Context: an optimization exercise on an open-source flow, tuned for a short achievable clock period and few clock cycles per item. The choices shown serve that exercise and are no tape-out recipe.
The RTL was checked by simulation tests, not by an equivalence proof against the original design.
No activity file was given, so power comes from the tool's default toggle rates.

**flow/config.mk**
```make
export PLATFORM = sky130hd
export DESIGN_NAME = ppm_core
export DESIGN_NICKNAME = ppm_core
export VERILOG_FILES = /design/flow/design.v
export SDC_FILE = /design/flow/constraint.sdc
export NUM_CORES = 4
export LEC_CHECK = 0
export CAP_MARGIN = 20
export CORE_MARGIN = 2
export CORE_UTILIZATION = 40
export PLACE_DENSITY = 0.6
export SLEW_MARGIN = 20
```
**flow/constraint.sdc**
```tcl
create_clock -name core_clock -period 15.0 [get_ports {clk}]
set_input_delay 3.0000 -clock core_clock [delete_from_list [all_inputs] [get_ports {clk}]]
set_output_delay 3.0000 -clock core_clock [all_outputs]
set_load 0.01 [all_outputs]
```
**flow/design.v**
```verilog
module ppm_core (
    input  wire        clk,
    input  wire        rst,
    input  wire        start,
    input  wire        mode,
    input  wire [15:0] len,
    output wire        ready,
    input  wire        in_valid,
    input  wire [7:0]  in_data,
    output wire        in_ready,
    output reg         out_we,
    output reg  [18:0] out_addr,
    output reg  [7:0]  out_data,
    output wire        tbl_clr,
    output wire [11:0] tbl_raddr,
    output wire        tbl_we,
    output wire [11:0] tbl_waddr,
    output wire [7:0]  tbl_wdata,
    input  wire [7:0]  tbl_rdata,
    output wire        done,
    output wire [18:0] out_len,
    output wire [1:0]  stop
);
    localparam [63:0] MIXER = 64'hFF51AFD7ED558CCD;
    localparam [1:0] STOP_ENC_END = 2'd1;
    localparam [1:0] STOP_NO_CTRL = 2'd2;
    localparam [1:0] STOP_NO_LIT  = 2'd3;
    localparam [3:0] S_IDLE   = 4'd0;
    localparam [3:0] S_E_CLR  = 4'd1;
    localparam [3:0] S_E_GET  = 4'd2;
    localparam [3:0] S_E_CMP  = 4'd3;
    localparam [3:0] S_E_FLAG = 4'd4;
    localparam [3:0] S_D_CLR  = 4'd5;
    localparam [3:0] S_D_CTRL = 4'd6;
    localparam [3:0] S_D_SLOT = 4'd7;
    localparam [3:0] S_D_HIT  = 4'd8;
    localparam [3:0] S_D_LIT  = 4'd9;
    localparam [3:0] S_DONE   = 4'd10;
    reg [3:0]  state;
    reg [15:0] in_len;      
    reg [15:0] in_pos;      
    reg [18:0] o_len;       
    reg [23:0] ctx;         
    reg [11:0] key;         
    reg [7:0]  cur;         
    reg [7:0]  flags;       
    reg [2:0]  bitpos;      
    reg [18:0] flagpos;     
    reg [1:0]  stop_r;
    wire [63:0] prod = {40'd0, ctx} * MIXER;
    wire [11:0] hkey = prod[63:52];
    wire [7:0]  slot_bit = 8'h80 >> bitpos;
    wire        in_end   = (in_pos == in_len);
    assign ready     = (state == S_IDLE);
    assign done      = (state == S_DONE);
    assign out_len   = o_len;
    assign stop      = stop_r;
    assign tbl_clr   = (state == S_E_CLR) || (state == S_D_CLR);
    assign tbl_raddr = hkey;
    assign tbl_we    = ((state == S_E_CMP) && (tbl_rdata != cur)) || (state == S_D_LIT);
    assign tbl_waddr = key;
    assign tbl_wdata = cur;
    assign in_ready  = ((state == S_E_GET) && !in_end) ||
                       ((state == S_D_CTRL) && !in_end) ||
                       ((state == S_D_SLOT) && ((flags & slot_bit) == 8'h00) && !in_end);
    always @(posedge clk) begin
        out_we <= 1'b0;
        if (rst) begin
            state  <= S_IDLE;
            stop_r <= 2'd0;
            o_len  <= 19'd0;
            ctx    <= 24'd0;
        end else begin
            case (state)
            S_IDLE: begin
                if (start) begin
                    in_len  <= len;
                    in_pos  <= 16'd0;
                    ctx     <= 24'd0;
                    flags   <= 8'h00;
                    bitpos  <= 3'd0;
                    flagpos <= 19'd0;
                    if (mode) begin
                        o_len <= 19'd0;
                        state <= S_D_CLR;
                    end else begin
                        o_len <= 19'd1;      
                        state <= S_E_CLR;
                    end
                end
            end
            S_E_CLR: state <= S_E_GET;    
            S_E_GET: begin
                if (in_end) begin
                    out_we   <= 1'b1;
                    out_addr <= flagpos;
                    out_data <= flags;
                    stop_r   <= STOP_ENC_END;
                    state    <= S_DONE;
                end else if (in_valid) begin
                    cur    <= in_data;
                    key    <= hkey;       
                    in_pos <= in_pos + 16'd1;
                    state  <= S_E_CMP;
                end
            end
            S_E_CMP: begin
                if (tbl_rdata == cur) begin
                    flags <= flags | slot_bit;
                end else begin
                    out_we    <= 1'b1;
                    out_addr  <= o_len;
                    out_data  <= cur;
                    o_len     <= o_len + 19'd1;
                end
                ctx    <= {ctx[15:0], cur};
                bitpos <= bitpos + 3'd1;
                state  <= (bitpos == 3'd7) ? S_E_FLAG : S_E_GET;
            end
            S_E_FLAG: begin
                out_we   <= 1'b1;
                out_addr <= flagpos;
                out_data <= flags;
                flagpos  <= o_len;
                o_len    <= o_len + 19'd1;
                flags    <= 8'h00;
                state    <= S_E_GET;
            end
            S_D_CLR: state <= S_D_CTRL;
            S_D_CTRL: begin
                if (in_end) begin
                    stop_r <= STOP_NO_CTRL;
                    state  <= S_DONE;
                end else if (in_valid) begin
                    flags  <= in_data;
                    bitpos <= 3'd0;
                    in_pos <= in_pos + 16'd1;
                    state  <= S_D_SLOT;
                end
            end
            S_D_SLOT: begin
                key <= hkey;              
                if ((flags & slot_bit) != 8'h00) begin
                    state <= S_D_HIT;
                end else if (in_end) begin
                    stop_r <= STOP_NO_LIT;
                    state  <= S_DONE;
                end else if (in_valid) begin
                    cur    <= in_data;
                    in_pos <= in_pos + 16'd1;
                    state  <= S_D_LIT;
                end
            end
            S_D_HIT: begin
                out_we   <= 1'b1;
                out_addr <= o_len;
                out_data <= tbl_rdata;
                o_len    <= o_len + 19'd1;
                ctx      <= {ctx[15:0], tbl_rdata};
                bitpos   <= bitpos + 3'd1;
                state    <= (bitpos == 3'd7) ? S_D_CTRL : S_D_SLOT;
            end
            S_D_LIT: begin
                out_we    <= 1'b1;
                out_addr  <= o_len;
                out_data  <= cur;
                o_len     <= o_len + 19'd1;
                ctx       <= {ctx[15:0], cur};
                bitpos    <= bitpos + 3'd1;
                state     <= (bitpos == 3'd7) ? S_D_CTRL : S_D_SLOT;
            end
            S_DONE: state <= S_IDLE;
            default: state <= S_IDLE;
            endcase
        end
    end
endmodule
```
**flow/run.sh**
```bash
#!/bin/bash
# synth_recipe.tcl (not shown) runs the flow's synth.tcl, then flattens the netlist and writes it again
# the make line also repeats each setting of config.mk as NAME=value (left out here)
make -C /OpenROAD-flow-scripts/flow DESIGN_CONFIG=/design/flow/config.mk WORK_HOME=/design/flow/orfs CLKGATE_MAP_FILE= SYNTH_SCRIPT=/design/flow/synth_recipe.tcl finish
```
==> flow_summary.html <==
<table>
<tr><th>Metric</th><th>Value</th></tr>
<tr><th colspan="2">Timing</th></tr>
<tr><td>Tmin final</td><td>12.31 ns</td></tr>
<tr><td>Number of pins exceeding their max-slew limit in the final report</td><td>0</td></tr>
<tr><td>Max-slew headroom at the worst pin</td><td>25.5%</td></tr>
<tr><td>Maximum clock rate</td><td>81.2 MHz</td></tr>
<tr><td>Setup total negative slack</td><td>0 ns</td></tr>
<tr><td>Endpoints failing hold</td><td>0</td></tr>
<tr><td>Setup violation total in the final timing report</td><td>0</td></tr>
<tr><td>Unrepaired setup endpoints after global routing</td><td>no</td></tr>
<tr><td>Final worst path period share</td><td>82.1%</td></tr>
<tr><td>Transition time at the pin with the least slew margin</td><td>1.11 ns</td></tr>
<tr><td>Post-route clock skew</td><td>0.0211 ns</td></tr>
<tr><th colspan="2">Placed design</th></tr>
<tr><td>DP HPWL</td><td>67,700 um</td></tr>
<tr><td># port buffers</td><td>122</td></tr>
<tr><td>Weighted congestion reported at the end of routability-driven placement</td><td>0.997</td></tr>
<tr><th colspan="2">Clocking</th></tr>
<tr><td>TritonCTS sink count</td><td>159</td></tr>
<tr><td>Clock root buffer</td><td>sky130_fd_sc_hd__clkbuf_16</td></tr>
<tr><td>TritonCTS clock tree</td><td>yes</td></tr>
<tr><td>Skew-Pair Late Insertion Delay</td><td>0.48 ns</td></tr>
<tr><td>Number of clock buffers inserted by TritonCTS</td><td>17</td></tr>
<tr><td>Count of H-tree levels built during CTS</td><td>4</td></tr>
<tr><td>Post-CTS Setup Bufs</td><td>0</td></tr>
<tr><td>Clock transition time at the flip-flop clock pins of the worst setup and hold paths</td><td>0.07 ns</td></tr>
<tr><td>Resized cells post-CTS</td><td>0</td></tr>
<tr><td>Number of hold buffers added after CTS</td><td>0</td></tr>
<tr><td>Buffer depth of the longest clock path</td><td>2</td></tr>
<tr><th colspan="2">Setup path</th></tr>
<tr><td>Kind of end point of the critical path</td><td>output pin</td></tr>
<tr><td>Critical-path cell list</td><td>ha_1 -&gt; inv_1 -&gt; fa_1 -&gt; inv_1 -&gt; fa_1 -&gt; inv_1 -&gt; fa_1 -&gt; inv_1 -&gt; fa_1 -&gt; fa_1 -&gt; inv_1 -&gt; fa_1 -&gt; inv_1 -&gt; ha_1 -&gt; a21oi_1 -&gt; o21ai_0 -&gt; nor3_1 -&gt; o21ai_0 -&gt; o21ai_0 -&gt; a21oi_1 -&gt; o31ai_1 -&gt; nand2_1 -&gt; o211ai_1 -&gt; clkdlybuf4s50_1</td></tr>
<tr><td>Cell depth of the worst setup path</td><td>24</td></tr>
<tr><td>Worst-path fanout max</td><td>11</td></tr>
<tr><td>Kind of launch point of the worst setup path</td><td>register</td></tr>
<tr><td>Crit path max-delay family</td><td>adder cells</td></tr>
<tr><td>Worst reg2reg path endpoint</td><td>key[10]$_DFFE_PP_</td></tr>
<tr><td>Critical path data arrival time</td><td>9.31 ns</td></tr>
<tr><td>Worst R2R Start</td><td>ctx[4]$_SDFFE_PP0P_</td></tr>
<tr><td>Critical Path Start</td><td>ctx[4]$_SDFFE_PP0P_</td></tr>
<tr><td>Worst Reg-to-Reg Cells</td><td>23</td></tr>
<tr><td>Endpoint of the most critical setup path</td><td>tbl_raddr[11]</td></tr>
<tr><td>Library cell contributing the largest single delay on the critical path</td><td>sky130_fd_sc_hd__o21ai_0</td></tr>
<tr><td>Req. time, crit path</td><td>12.00 ns</td></tr>
<tr><td>Worst path max stage delay</td><td>0.89 ns</td></tr>
<tr><td>Kind of critical path</td><td>register to output pin</td></tr>
<tr><td>Crit path buffers/inverters</td><td>7</td></tr>
<tr><td>FF-to-FF setup slack</td><td>6.56 ns</td></tr>
<tr><th colspan="2">Route</th></tr>
<tr><td>Via total after detailed routing</td><td>16,800</td></tr>
<tr><td>Post-detailed-route via-to-cell ratio</td><td>5.09</td></tr>
<tr><td>Count of unresolved DRC violations after routing</td><td>0</td></tr>
<tr><td>Detailed-routing iteration count for the pre-antenna-repair pass</td><td>5</td></tr>
<tr><td>Antenna Nets Post-Route</td><td>0</td></tr>
<tr><td>First DRT Iteration DRCs</td><td>1,009</td></tr>
<tr><td>Detail-routed net length per standard cell</td><td>23.5 um</td></tr>
<tr><td>Total routed wirelength</td><td>77,500 um</td></tr>
<tr><th colspan="2">Floorplanning</th></tr>
<tr><td>Area inside the core boundary</td><td>60,400 sq um</td></tr>
<tr><td>Initial cell density of the core</td><td>40.4%</td></tr>
<tr><td>Area enclosed by the die boundary</td><td>62,900 sq um</td></tr>
<tr><td>Vertical die dimension</td><td>251 um</td></tr>
<tr><td>Horizontal die dimension</td><td>251 um</td></tr>
<tr><td>Number of primary I/O pins</td><td>123</td></tr>
<tr><td>Standard-cell rows</td><td>90</td></tr>
<tr><th colspan="2">Synth</th></tr>
<tr><td>Flops &amp; latches, synth</td><td>159</td></tr>
<tr><td>Share of flip-flops with an asynchronous set or reset</td><td>0%</td></tr>
<tr><td>Post-synth design cell area</td><td>24,400 sq um</td></tr>
<tr><td>Count of different cell masters after synthesis</td><td>57</td></tr>
<tr><td>Number of enable-type register cells in the synthesized netlist</td><td>109</td></tr>
<tr><td>Commonest register cell after synthesis</td><td>sky130_fd_sc_hd__edfxtp_1</td></tr>
<tr><td>YS warnings</td><td>1</td></tr>
<tr><td>Syn Nets</td><td>3,173</td></tr>
<tr><td>Portion of synthesized cell area occupied by the leading cell type</td><td>41.1%</td></tr>
<tr><td>Leading area contributor after synthesis</td><td>sky130_fd_sc_hd__fa_1</td></tr>
<tr><td>Mean post-synth cell area</td><td>10.3 sq um</td></tr>
<tr><td>Synth area leaders</td><td>sky130_fd_sc_hd__fa_1 41%, sky130_fd_sc_hd__ha_1 13%, sky130_fd_sc_hd__edfxtp_1 13%</td></tr>
<tr><td>Sequential share of the synthesized area</td><td>17.5%</td></tr>
<tr><td>Number of standard cells after synthesis</td><td>2,373</td></tr>
<tr><th colspan="2">Global route</th></tr>
<tr><td>Largest net degree at the start of global routing</td><td>39</td></tr>
<tr><td>GRT Resource Usage Total</td><td>25.6%</td></tr>
<tr><td>Global route overflow</td><td>0</td></tr>
<tr><td>Number of antenna violations at the first check in global routing</td><td>1</td></tr>
<tr><td>Wire length of the first global-routing pass</td><td>117,000 um</td></tr>
<tr><td>Via count of the first global-routing pass</td><td>18,400</td></tr>
<tr><th colspan="2">Final layout</th></tr>
<tr><td>Post-layout net count</td><td>3,302</td></tr>
<tr><td>Fill cell total of the finished layout</td><td>5,762</td></tr>
<tr><td>Core Util, Final</td><td>45.1%</td></tr>
<tr><td>Area growth from synthesis to layout</td><td>11.7%</td></tr>
<tr><td>Inserted Diodes</td><td>0</td></tr>
<tr><td>Most frequent standard cell in the layout excluding fill and tap cells</td><td>sky130_fd_sc_hd__inv_1</td></tr>
<tr><td>Total area of multi-input combinational cells</td><td>17,500 sq um</td></tr>
<tr><td>Most used cells in the layout excluding fill and tap cells</td><td>688 x sky130_fd_sc_hd__inv_1, 500 x sky130_fd_sc_hd__fa_1, 263 x sky130_fd_sc_hd__ha_1</td></tr>
<tr><td>Area taken by flip-flops and latches</td><td>4270 sq um</td></tr>
<tr><td>Share of final-layout standard cells stronger than drive strength 1</td><td>2.62%</td></tr>
<tr><th colspan="2">Worst hold path</th></tr>
<tr><td>Path category of the worst min-delay check</td><td>register to register</td></tr>
<tr><th colspan="2">Power</th></tr>
<tr><td>Static leakage power</td><td>14.1 nW</td></tr>
<tr><td>Post-layout power</td><td>1.35 mW</td></tr>
<tr><td>Worst IR Drop VDD</td><td>0.0835 mV</td></tr>
<tr><td>Power density over the cells</td><td>49.5 nW/um^2</td></tr>
<tr><th colspan="2">Status</th></tr>
<tr><td>Outcome</td><td>timing/DRC/antenna clean</td></tr>
<tr><th colspan="2">Run</th></tr>
<tr><td>Maximum Capacitance Violations</td><td>0</td></tr>
</table>
area by class of cell:
class	instances	area share, %
clock inverters	13	0.551
multi-input cells	1499	64.1
inverters	688	9.48
flip-flops and latches	159	15.7
clock buffers	19	1.63
repair buffers	137	4.90
well taps	782	3.59
how the worst min path moves through the flow:
stage,slack [ns],start,to,cells past startpoint
3_5_place_dp,0.46,ctx[16]$_SDFFE_PP0P_,ctx[16]$_SDFFE_PP0P_,2
4_1_cts,0.47,ctx[16]$_SDFFE_PP0P_,ctx[16]$_SDFFE_PP0P_,2
6_report,0.47,stop_r[1]$_SDFFE_PP0P_,stop_r[1]$_SDFFE_PP0P_,2
5_1_grt,0.49,ctx[16]$_SDFFE_PP0P_,ctx[16]$_SDFFE_PP0P_,2
3_3_place_gp,0.46,ctx[16]$_SDFFE_PP0P_,ctx[16]$_SDFFE_PP0P_,2
2_1_floorplan,0.48,stop_r[1]$_SDFFE_PP0P_,stop_r[1]$_SDFFE_PP0P_,2
synthesized netlist by cell type (31+ instances only):
master and instances:
sky130_fd_sc_hd__edfxtp_1 109, sky130_fd_sc_hd__xnor2_1 31, sky130_fd_sc_hd__nor2_1 75, sky130_fd_sc_hd__nand2_1 175, sky130_fd_sc_hd__xor2_1 42, sky130_fd_sc_hd__dfxtp_1 50
sky130_fd_sc_hd__nand3_1 40, sky130_fd_sc_hd__ha_1 263, sky130_fd_sc_hd__a21oi_1 90, sky130_fd_sc_hd__fa_1 500, sky130_fd_sc_hd__inv_1 688, sky130_fd_sc_hd__o21ai_0 58
state kept, by name, indices dropped and copies added (netlist names):
name / cells
out_we: 1
stop_r: 2
out_addr: 19
key: 12
o_len: 19
in_pos: 16
flags: 8
flagpos: 19
in_len: 16
out_data: 8
bitpos: 3
cur: 8
ctx: 24
state: 4
stage by stage:
stage	cell area [sq um]	setup WS [ns]	hold WS, ns	std cells
after detailed placement	26600	3.31	0.461	3265
after CTS	27200	2.77	0.471	3297
after global placement	26600	3.27	0.460	3265
after global routing	27200	2.22	0.490	3297
after floorplan	24400	5.54	0.482	2373
final	27200	2.69	0.469	3297
worst register-to-register path, delay by kind of cell (launching register included):
| family | cells | cell delay [ns] |
|---|---|---|
| flip-flops | 1 | 0.81 |
| adder cells (fa/ha/maj) | 8 | 3.86 |
| AND/OR/NAND/NOR | 2 | 0.49 |
| XOR/XNOR | 1 | 0.19 |
| AO/OA/AOI/OAI | 6 | 2.31 |
| buffers and inverters | 6 | 0.52 |
where the power goes:
group | leakage [nW] | switching (mW) | internal (mW)
combinational | 12.4 | 0.208 | 0.133
sequential | 1.42 | 0.0306 | 0.515
clock | 0.288 | 0.206 | 0.253
cell families (layout without fill, tap and decap cells):
kind of cell	after synthesis	in the layout	share of synthesized area, %
multiplexers	4	4	0.164
XOR/XNOR	73	73	2.62
flip-flops	159	159	17.5
AND/OR/NAND/NOR	414	414	7.92
adder cells (fa/ha/maj)	763	763	54.5
AO/OA/AOI/OAI	245	245	6.19
buffers and inverters	715	857	11.0
per-layer routing:
layer | GRT usage, % | up-vias | routed length [um]
met2 | 41.0 | 539 | 35600
met5 | 0 | - | 9
met3 | 4.65 | 135 | 4760
li1 | - | 7539 | -
met4 | 12.3 | 2 | 4140
met1 | 33.8 | 8583 | 33100
Testbench counts, summed over its fixed seeds: cycles 89,810, bytes 34,146.

==> re-timing with driven ports <==
The results above use ideal ports. As a check the final layout listed here was re-extracted and re-timed, cells and wires unchanged. Step 1 (the two cells are an assumption about what drives the block):
set clk [get_ports {clk}]
set_driving_cell -lib_cell sky130_fd_sc_hd__clkbuf_16 $clk
set_driving_cell -lib_cell sky130_fd_sc_hd__buf_2 [delete_from_list [all_inputs] $clk]
Step 2 moves the port delays by t, midway between the first and last clock arrival at a register: inputs arrive t later, outputs are due t later. That takes back most of the time a late clock gives input paths. Three values: ideal, step 1, step 2; two values: the first two.
t, ns: 0.524
slack for setup (ns): 2.689 / 2.629 / 3.153
worst hold slack (ns): 0.469 / 0.469 / 0.469
worst setup path at the end: register to output
pins driven straight from the clock port: 1
After both steps this run still meets setup and hold. The setup slack of this run moves by -0.060 ns with the drivers and by +0.464 ns with both steps.
